Background: an optimization exercise with open tools, aiming at small area, a short achievable clock period and few clock cycles. Do not read the settings as production practice. Where RTL was checked, it was by simulation tests only, not by an equivalence proof against the original.

## east
// alu_core
module alu_core (
    input  wire        clk,
    input  wire        rst,         
    input  wire        cmd_valid,
    output wire        cmd_ready,
    input  wire [31:0] cmd,
    input  wire [3:0]  rd_idx,
    output wire [15:0] rd_data,
    output wire [3:0]  flags        
);
Settings: LEC_CHECK=0, CAP_MARGIN=20, CORE_MARGIN=2, CORE_UTILIZATION=55, CTS_BUF_LIST=sky130_fd_sc_hd__clkbuf_4 sky130_fd_sc_hd__clkbuf_8, CTS_CLUSTER_SIZE=20, PLACE_DENSITY=0.68, SETUP_SLACK_MARGIN=4, SLEW_MARGIN=20; clock period 10.0 ns.
standard.sh (not shown) runs the stock make flow with config.mk's settings and CLKGATE_MAP_FILE= SYNTH_SCRIPT=/design/flow/synth_recipe.tcl, a recipe that flattens the netlist after the stock synthesis.
==> flow/flow/run.sh <==
#!/bin/bash
# Standard ORFS layout, with the port buffers made from plain buffers (buf_4)
# instead of the delay cells buffer_ports picks by default, and with timing
# repair free to resize cells across footprints.
set -euo pipefail
export BUFFER_PORTS_ARGS="-buffer_cell sky130_fd_sc_hd__buf_4"
bash standard.sh MATCH_CELL_FOOTPRINT=0 "BUFFER_PORTS_ARGS=-buffer_cell sky130_fd_sc_hd__buf_4" finish > make_finish.log 2>&1
east reached the final stage; the timing, design-rule and antenna checks on its layout passed.
What middle does differently from east at the input level:
--- a/flow/design.v
+++ b/flow/design.v
@@ -274,31 +274,28 @@
     wire [15:0] remN = ge2 ? d2[15:0] : r2[15:0];
     wire [15:0] dqN  = {dq1[14:0], ge2};
     wire fin_q = busy && !wr_rem && (cnt == 3'd0);    
     wire fin_r = busy && wr_rem;                      
     wire [15:0] w = !busy ? w_acc : wr_rem ? rem : mode_div ? dqN : prod;
     wire wa = acc & (isADD | isSUB | isINC | isDEC | isNEG | isSH | isROT | isMOV | isLDI
                      | isMUL | isDIV);
     wire wb = acc & isNEG;
     wire wc = acc & (isCMP | isSH | isROT | isMUL | (isDIV & !b_z));
     wire wd = acc & isDIV & !b_z;
-    wire [3:0] ia = busy ? da : fa;
-    wire [3:0] ic = busy ? dc : fc;
-    wire [3:0] id = busy ? dd : fd;
-    wire       ea = busy ? fin_q : wa;
-    wire       ec = busy ? (fin_q & mode_div) : wc;
-    wire       ed = busy ? fin_r : wd;
     reg [15:0] we;
     integer i;
     always @(*) begin
         for (i = 0; i < 16; i = i + 1)
-            we[i] = rst | (ea & (ia == i)) | (wb & (fb == i)) | (ec & (ic == i)) | (ed & (id == i));
+            we[i] = rst
+                  | (wa & (fa == i)) | (wb & (fb == i)) | (wc & (fc == i)) | (wd & (fd == i))
+                  | (fin_q & ((da == i) | (mode_div & (dc == i))))
+                  | (fin_r & (dd == i));
     end
     wire [15:0] wdat = rst ? 16'd0 : w;
     wire fl_we = acc & !isMOV & !isLDI;
     wire cf_we = fl_we & !isINC & !isDEC;
     wire [15:0] keep_a = isSHL ? ~thr_rev : (isSHR | isSAR) ? ~thr : 16'hFFFF;
     wire sh_z  = ((A & keep_a) == 16'd0) & !(fillv & (|fillm));
     wire zf_nx = isMUL | (isDIV ? (b_z | a_z | (!b_1 & a_lt_b)) :
                           (isSH | isROT) ? sh_z : r_z);
     wire sf_nx = isDIV ? (b_1 & A[15]) : (isSH | isROT) ? sh[15] : (R[15] & !isMUL);
     wire cf_nx = ((isADD | isSUB | isCMP) & c16) | (isNEG & !a_z)
@@ -332,15 +329,17 @@
             da       <= fa;
             dc       <= fc;
             dd       <= fd;
             opa      <= (isDIV & div_skip) ? {A[1:0], 14'd0} : A;
             opb      <= B;
             rem      <= b_1 ? 16'd0 : a_lt_b ? A :
                         (isDIV & div_skip) ? {2'd0, A[15:2]} : 16'd0;
         end else begin
             cnt <= cnt - 3'd1;
             if (fin_q) wr_rem <= 1'b1;
-            opa <= dqN;
-            rem <= remN;
+            if (!wr_rem) begin
+                opa <= dqN;
+                rem <= remN;
+            end
         end
     end
 endmodule
--- outcome ---
- middle — clock buffer count in the final layout 1 higher, east as reference
- middle against east; synthesized netlist net count is up by a few percent.
- Density: middle sparser than east
- middle gives more number of enable-type register cells in the synthesized netlist than east did.
- east → middle: clock latency reported for the late side of the worst-skew pair now larger; proportion of synthesized chip area in sequential cells rose by 0.49 points.
Testbench counts of middle, summed over its fixed seeds: cycles 5,283.
Only the layout flow was run in east; the RTL was not checked for function there.


== rev 12 ==
Another version of the RTL of alu_core (not shown whole).
For scale: roughly 2900 cells after synthesis, about 330 flip-flops, roughly 0.028 mm2 of cells after synthesis.
==> flow/config.mk <==
export PLATFORM = sky130hd
export DESIGN_NAME = alu_core
export DESIGN_NICKNAME = alu_core
export VERILOG_FILES = /design/flow/design.v
export SDC_FILE = /design/flow/constraint.sdc
export NUM_CORES = 4
export LEC_CHECK = 0
export CAP_MARGIN = 20
export CORE_MARGIN = 2
export CORE_UTILIZATION = 55
export CTS_BUF_LIST = sky130_fd_sc_hd__clkbuf_4 sky130_fd_sc_hd__clkbuf_8
export CTS_CLUSTER_SIZE = 20
export PLACE_DENSITY = 0.68
export SETUP_SLACK_MARGIN = 4
export SLEW_MARGIN = 20
==> flow/constraint.sdc <==
create_clock -name core_clock -period 10.0 [get_ports {clk}]
set_input_delay 2.0000 -clock core_clock [delete_from_list [all_inputs] [get_ports {clk}]]
set_output_delay 2.0000 -clock core_clock [all_outputs]
set_load 0.01 [all_outputs]
==> flow/flow/run.sh <==
#!/bin/bash
# Standard ORFS layout, with the port buffers made from plain buffers (buf_4)
# instead of the delay cells buffer_ports picks by default, timing repair
# free to resize cells across footprints, and a clock tree of clkbuf_4/8
# without dummy balancing loads.
set -euo pipefail
export BUFFER_PORTS_ARGS="-buffer_cell sky130_fd_sc_hd__buf_4"
export CTS_ARGS="-sink_clustering_enable -repair_clock_nets -sink_clustering_size 20 -buf_list {sky130_fd_sc_hd__clkbuf_4 sky130_fd_sc_hd__clkbuf_8} -dont_use_dummy_load"
bash standard.sh MATCH_CELL_FOOTPRINT=0 "BUFFER_PORTS_ARGS=$BUFFER_PORTS_ARGS" "CTS_ARGS=$CTS_ARGS" finish > make_finish.log 2>&1
diff inputs: rev 12 => rev 13
-- flow/design.v --
<<< rev 12, line 93
    wire isSH  = isSHL | isSHR | isSAR;
    wire isROT = isROL | isROR;
    wire [15:0] fa_sel = 16'd1 << fa;
    wire [15:0] A = rdport(rf, fa_sel);
    wire [15:0] fb_sel = 16'd1 << fb;
    wire [15:0] B = rdport(rf, fb_sel);
    wire a_z = (A == 16'd0);
    wire b_z = (B == 16'd0), b_1 = (B == 16'd1);
>>> rev 13, line 93
    wire isSH  = isSHL | isSHR | isSAR;
    wire isROT = isROL | isROR;
    wire [15:0] A = rf[16*fa +: 16];
    wire [15:0] B = rf[16*fb +: 16];
    wire a_z = (A == 16'd0);
    wire b_z = (B == 16'd0), b_1 = (B == 16'd1);
[summary]
Die outline area of rev 13 falls short of that of rev 12 by a few percent. After detailed routing, rev 12 needs more wire than rev 13. ~same hold slack in rev 12 and rev 13. Side by side, cell area after technology mapping turned out lower in rev 13 than in rev 12. Cmp rev 13 vs rev 12: post-synthesis xor/xnor area fraction higher in rev 13.
Testbench counts of rev 13, summed over its fixed seeds: cycles 5,283.
For rev 12, only the layout was checked, not whether the RTL still works.


== old ==
Another version of the RTL of alu_core (not shown whole).
Size: roughly 330 flip-flops, ~27000 µm² of cells after synthesis.
## alu_core
module alu_core (
    input  wire        clk,
    input  wire        rst,         
    input  wire        cmd_valid,
    output wire        cmd_ready,
    input  wire [31:0] cmd,
    input  wire [3:0]  rd_idx,
    output wire [15:0] rd_data,
    output wire [3:0]  flags        
);
export LEC_CHECK = 0
export CAP_MARGIN = 20
export CORE_MARGIN = 2
export CORE_UTILIZATION = 45
export PLACE_DENSITY = 0.6
export SETUP_SLACK_MARGIN = 4
export SLEW_MARGIN = 20
create_clock -name core_clock -period 10.0 [get_ports {clk}]
==> flow/flow/run.sh <==
#!/bin/bash
# Standard ORFS layout, with the port buffers made from plain buffers (buf_4)
# instead of the delay cells buffer_ports picks by default, and with timing
# repair free to resize cells across footprints.
set -euo pipefail
export BUFFER_PORTS_ARGS="-buffer_cell sky130_fd_sc_hd__buf_4"
bash standard.sh MATCH_CELL_FOOTPRINT=0 "BUFFER_PORTS_ARGS=-buffer_cell sky130_fd_sc_hd__buf_4" finish > make_finish.log 2>&1
Input-level comparison between new and old:
-- flow/design.v --
<<< old, line 31
    function [17:0] add17(input [16:0] x, input [16:0] y, input ci);
        reg [16:0] p, g, P, G;
        integer d, k;
        begin
            p = x ^ y; g = x & y;
            G = g; P = p;
            G[0] = g[0] | (p[0] & ci);
            for (d = 1; d < 17; d = d * 2)
                for (k = 2 * d - 1; k < 17; k = k + 2 * d) begin
                    G[k] = G[k] | (P[k] & G[k-d]);
                    P[k] = P[k] & P[k-d];
                end
            for (d = 8; d >= 1; d = d / 2)
                for (k = 3 * d - 1; k < 17; k = k + 2 * d) begin
                    G[k] = G[k] | (P[k] & G[k-d]);
                    P[k] = P[k] & P[k-d];
                end
            add17 = {G[16], p ^ {G[15:0], ci}};
>>> new, line 31
    function [17:0] add17(input [16:0] x, input [16:0] y, input ci);
        reg [16:0] p, g, P, G;
        integer l, k;
        begin
            p = x ^ y; g = x & y;
            G = g; P = p;
            G[0] = g[0] | (p[0] & ci);
            for (l = 1; l < 17; l = l * 2)
                for (k = 16; k >= l; k = k - 1) begin
                    G[k] = G[k] | (P[k] & G[k-l]);
                    P[k] = P[k] & P[k-l];
                end
            add17 = {G[16], p ^ {G[15:0], ci}};
<<< old, line 299
    wire fl_we = acc & !isMOV & !isLDI;
    wire cf_we = fl_we & !isINC & !isDEC;
    wire sh_z  = (sh == 16'd0);
    wire zf_nx = isMUL | (isDIV ? (b_z | a_z | (!b_1 & a_lt_b)) :
                          (isSH | isROT) ? sh_z : r_z);
>>> new, line 294
    wire fl_we = acc & !isMOV & !isLDI;
    wire cf_we = fl_we & !isINC & !isDEC;
    wire [15:0] keep_a = isSHL ? ~thr_rev : (isSHR | isSAR) ? ~thr : 16'hFFFF;
    wire sh_z  = ((A & keep_a) == 16'd0) & !(fillv & (|fillm));
    wire zf_nx = isMUL | (isDIV ? (b_z | a_z | (!b_1 & a_lt_b)) :
                          (isSH | isROT) ? sh_z : r_z);
Findings:
new and old all finish clean.
Going from old to new, total global-route track usage grows by 0.90 points.
| total placed instance area | new vs old | 450 µm² higher |
old → new: count of multi-input combinational gates rose 60, effective utilization at floorplan fell 0.16 points, post-synthesis instance total rose 69, met3 layer usage reported by global route fell 1.4 points, minimum clock period after layout fell 0.22 ns.
When new is set beside old, its final design utilization turns out to be 0.31 points smaller.
In new relative to old, summed instance area of the synthesized netlist had gone up slightly.
new vs old: largest vdd supply drop down in new
Summary of new over old: total stage count of the critical path dropped 5; post-synthesis share of cell area spent on full adders, half adders and majority gates dropped 1.2 points; number of sequential cells in the layout barely changed.
Testbench counts of new, summed over its fixed seeds: cycles 5,283.
The RTL of old was laid out without a check of its function.

==> re-timing with driven ports <==
No port has a modelled driver above. Below, the same layouts with a new extraction and two added sets of constraints.
Step 1 sets driving cells, clkbuf_16 on the clock port and buf_2 on the other inputs (assumed; they add their load-dependent delay and slew).
Step 2 moves the port delays by t, midway between the first and last clock arrival at a register: inputs arrive t later, outputs are due t later. That takes back most of the time a late clock gives input paths.
Slacks: ideal ports / drivers / drivers and shift; pairs: ideal ports / drivers.
run	shift t [ns]	slack for setup (ns)	clock arrival spread, ns	slew at the worst register clock pin (ns)	worst data-port slew with drivers (ns)
east	0.721	3.493 / 3.309 / 2.588	0.026 / 0.026	0.08 / 0.08	0.25
middle	0.726	4.037 / 3.849 / 3.122	0.049 / 0.049	0.07 / 0.07	0.31
rev 12	0.709	3.831 / 3.678 / 2.969	0.047 / 0.047	0.06 / 0.06	0.32
rev 13	0.690	3.980 / 3.803 / 3.113	0.098 / 0.098	0.07 / 0.07	0.29
old	0.633	3.805 / 3.746 / 3.113	0.025 / 0.024	0.06 / 0.06	0.28
new	0.622	4.026 / 3.801 / 3.179	0.030 / 0.030	0.07 / 0.07	0.31
After both steps setup and hold are still met in every run listed. For middle, which loses most, drivers alone change the setup slack by -0.188 ns; drivers and shift together by -0.915 ns.
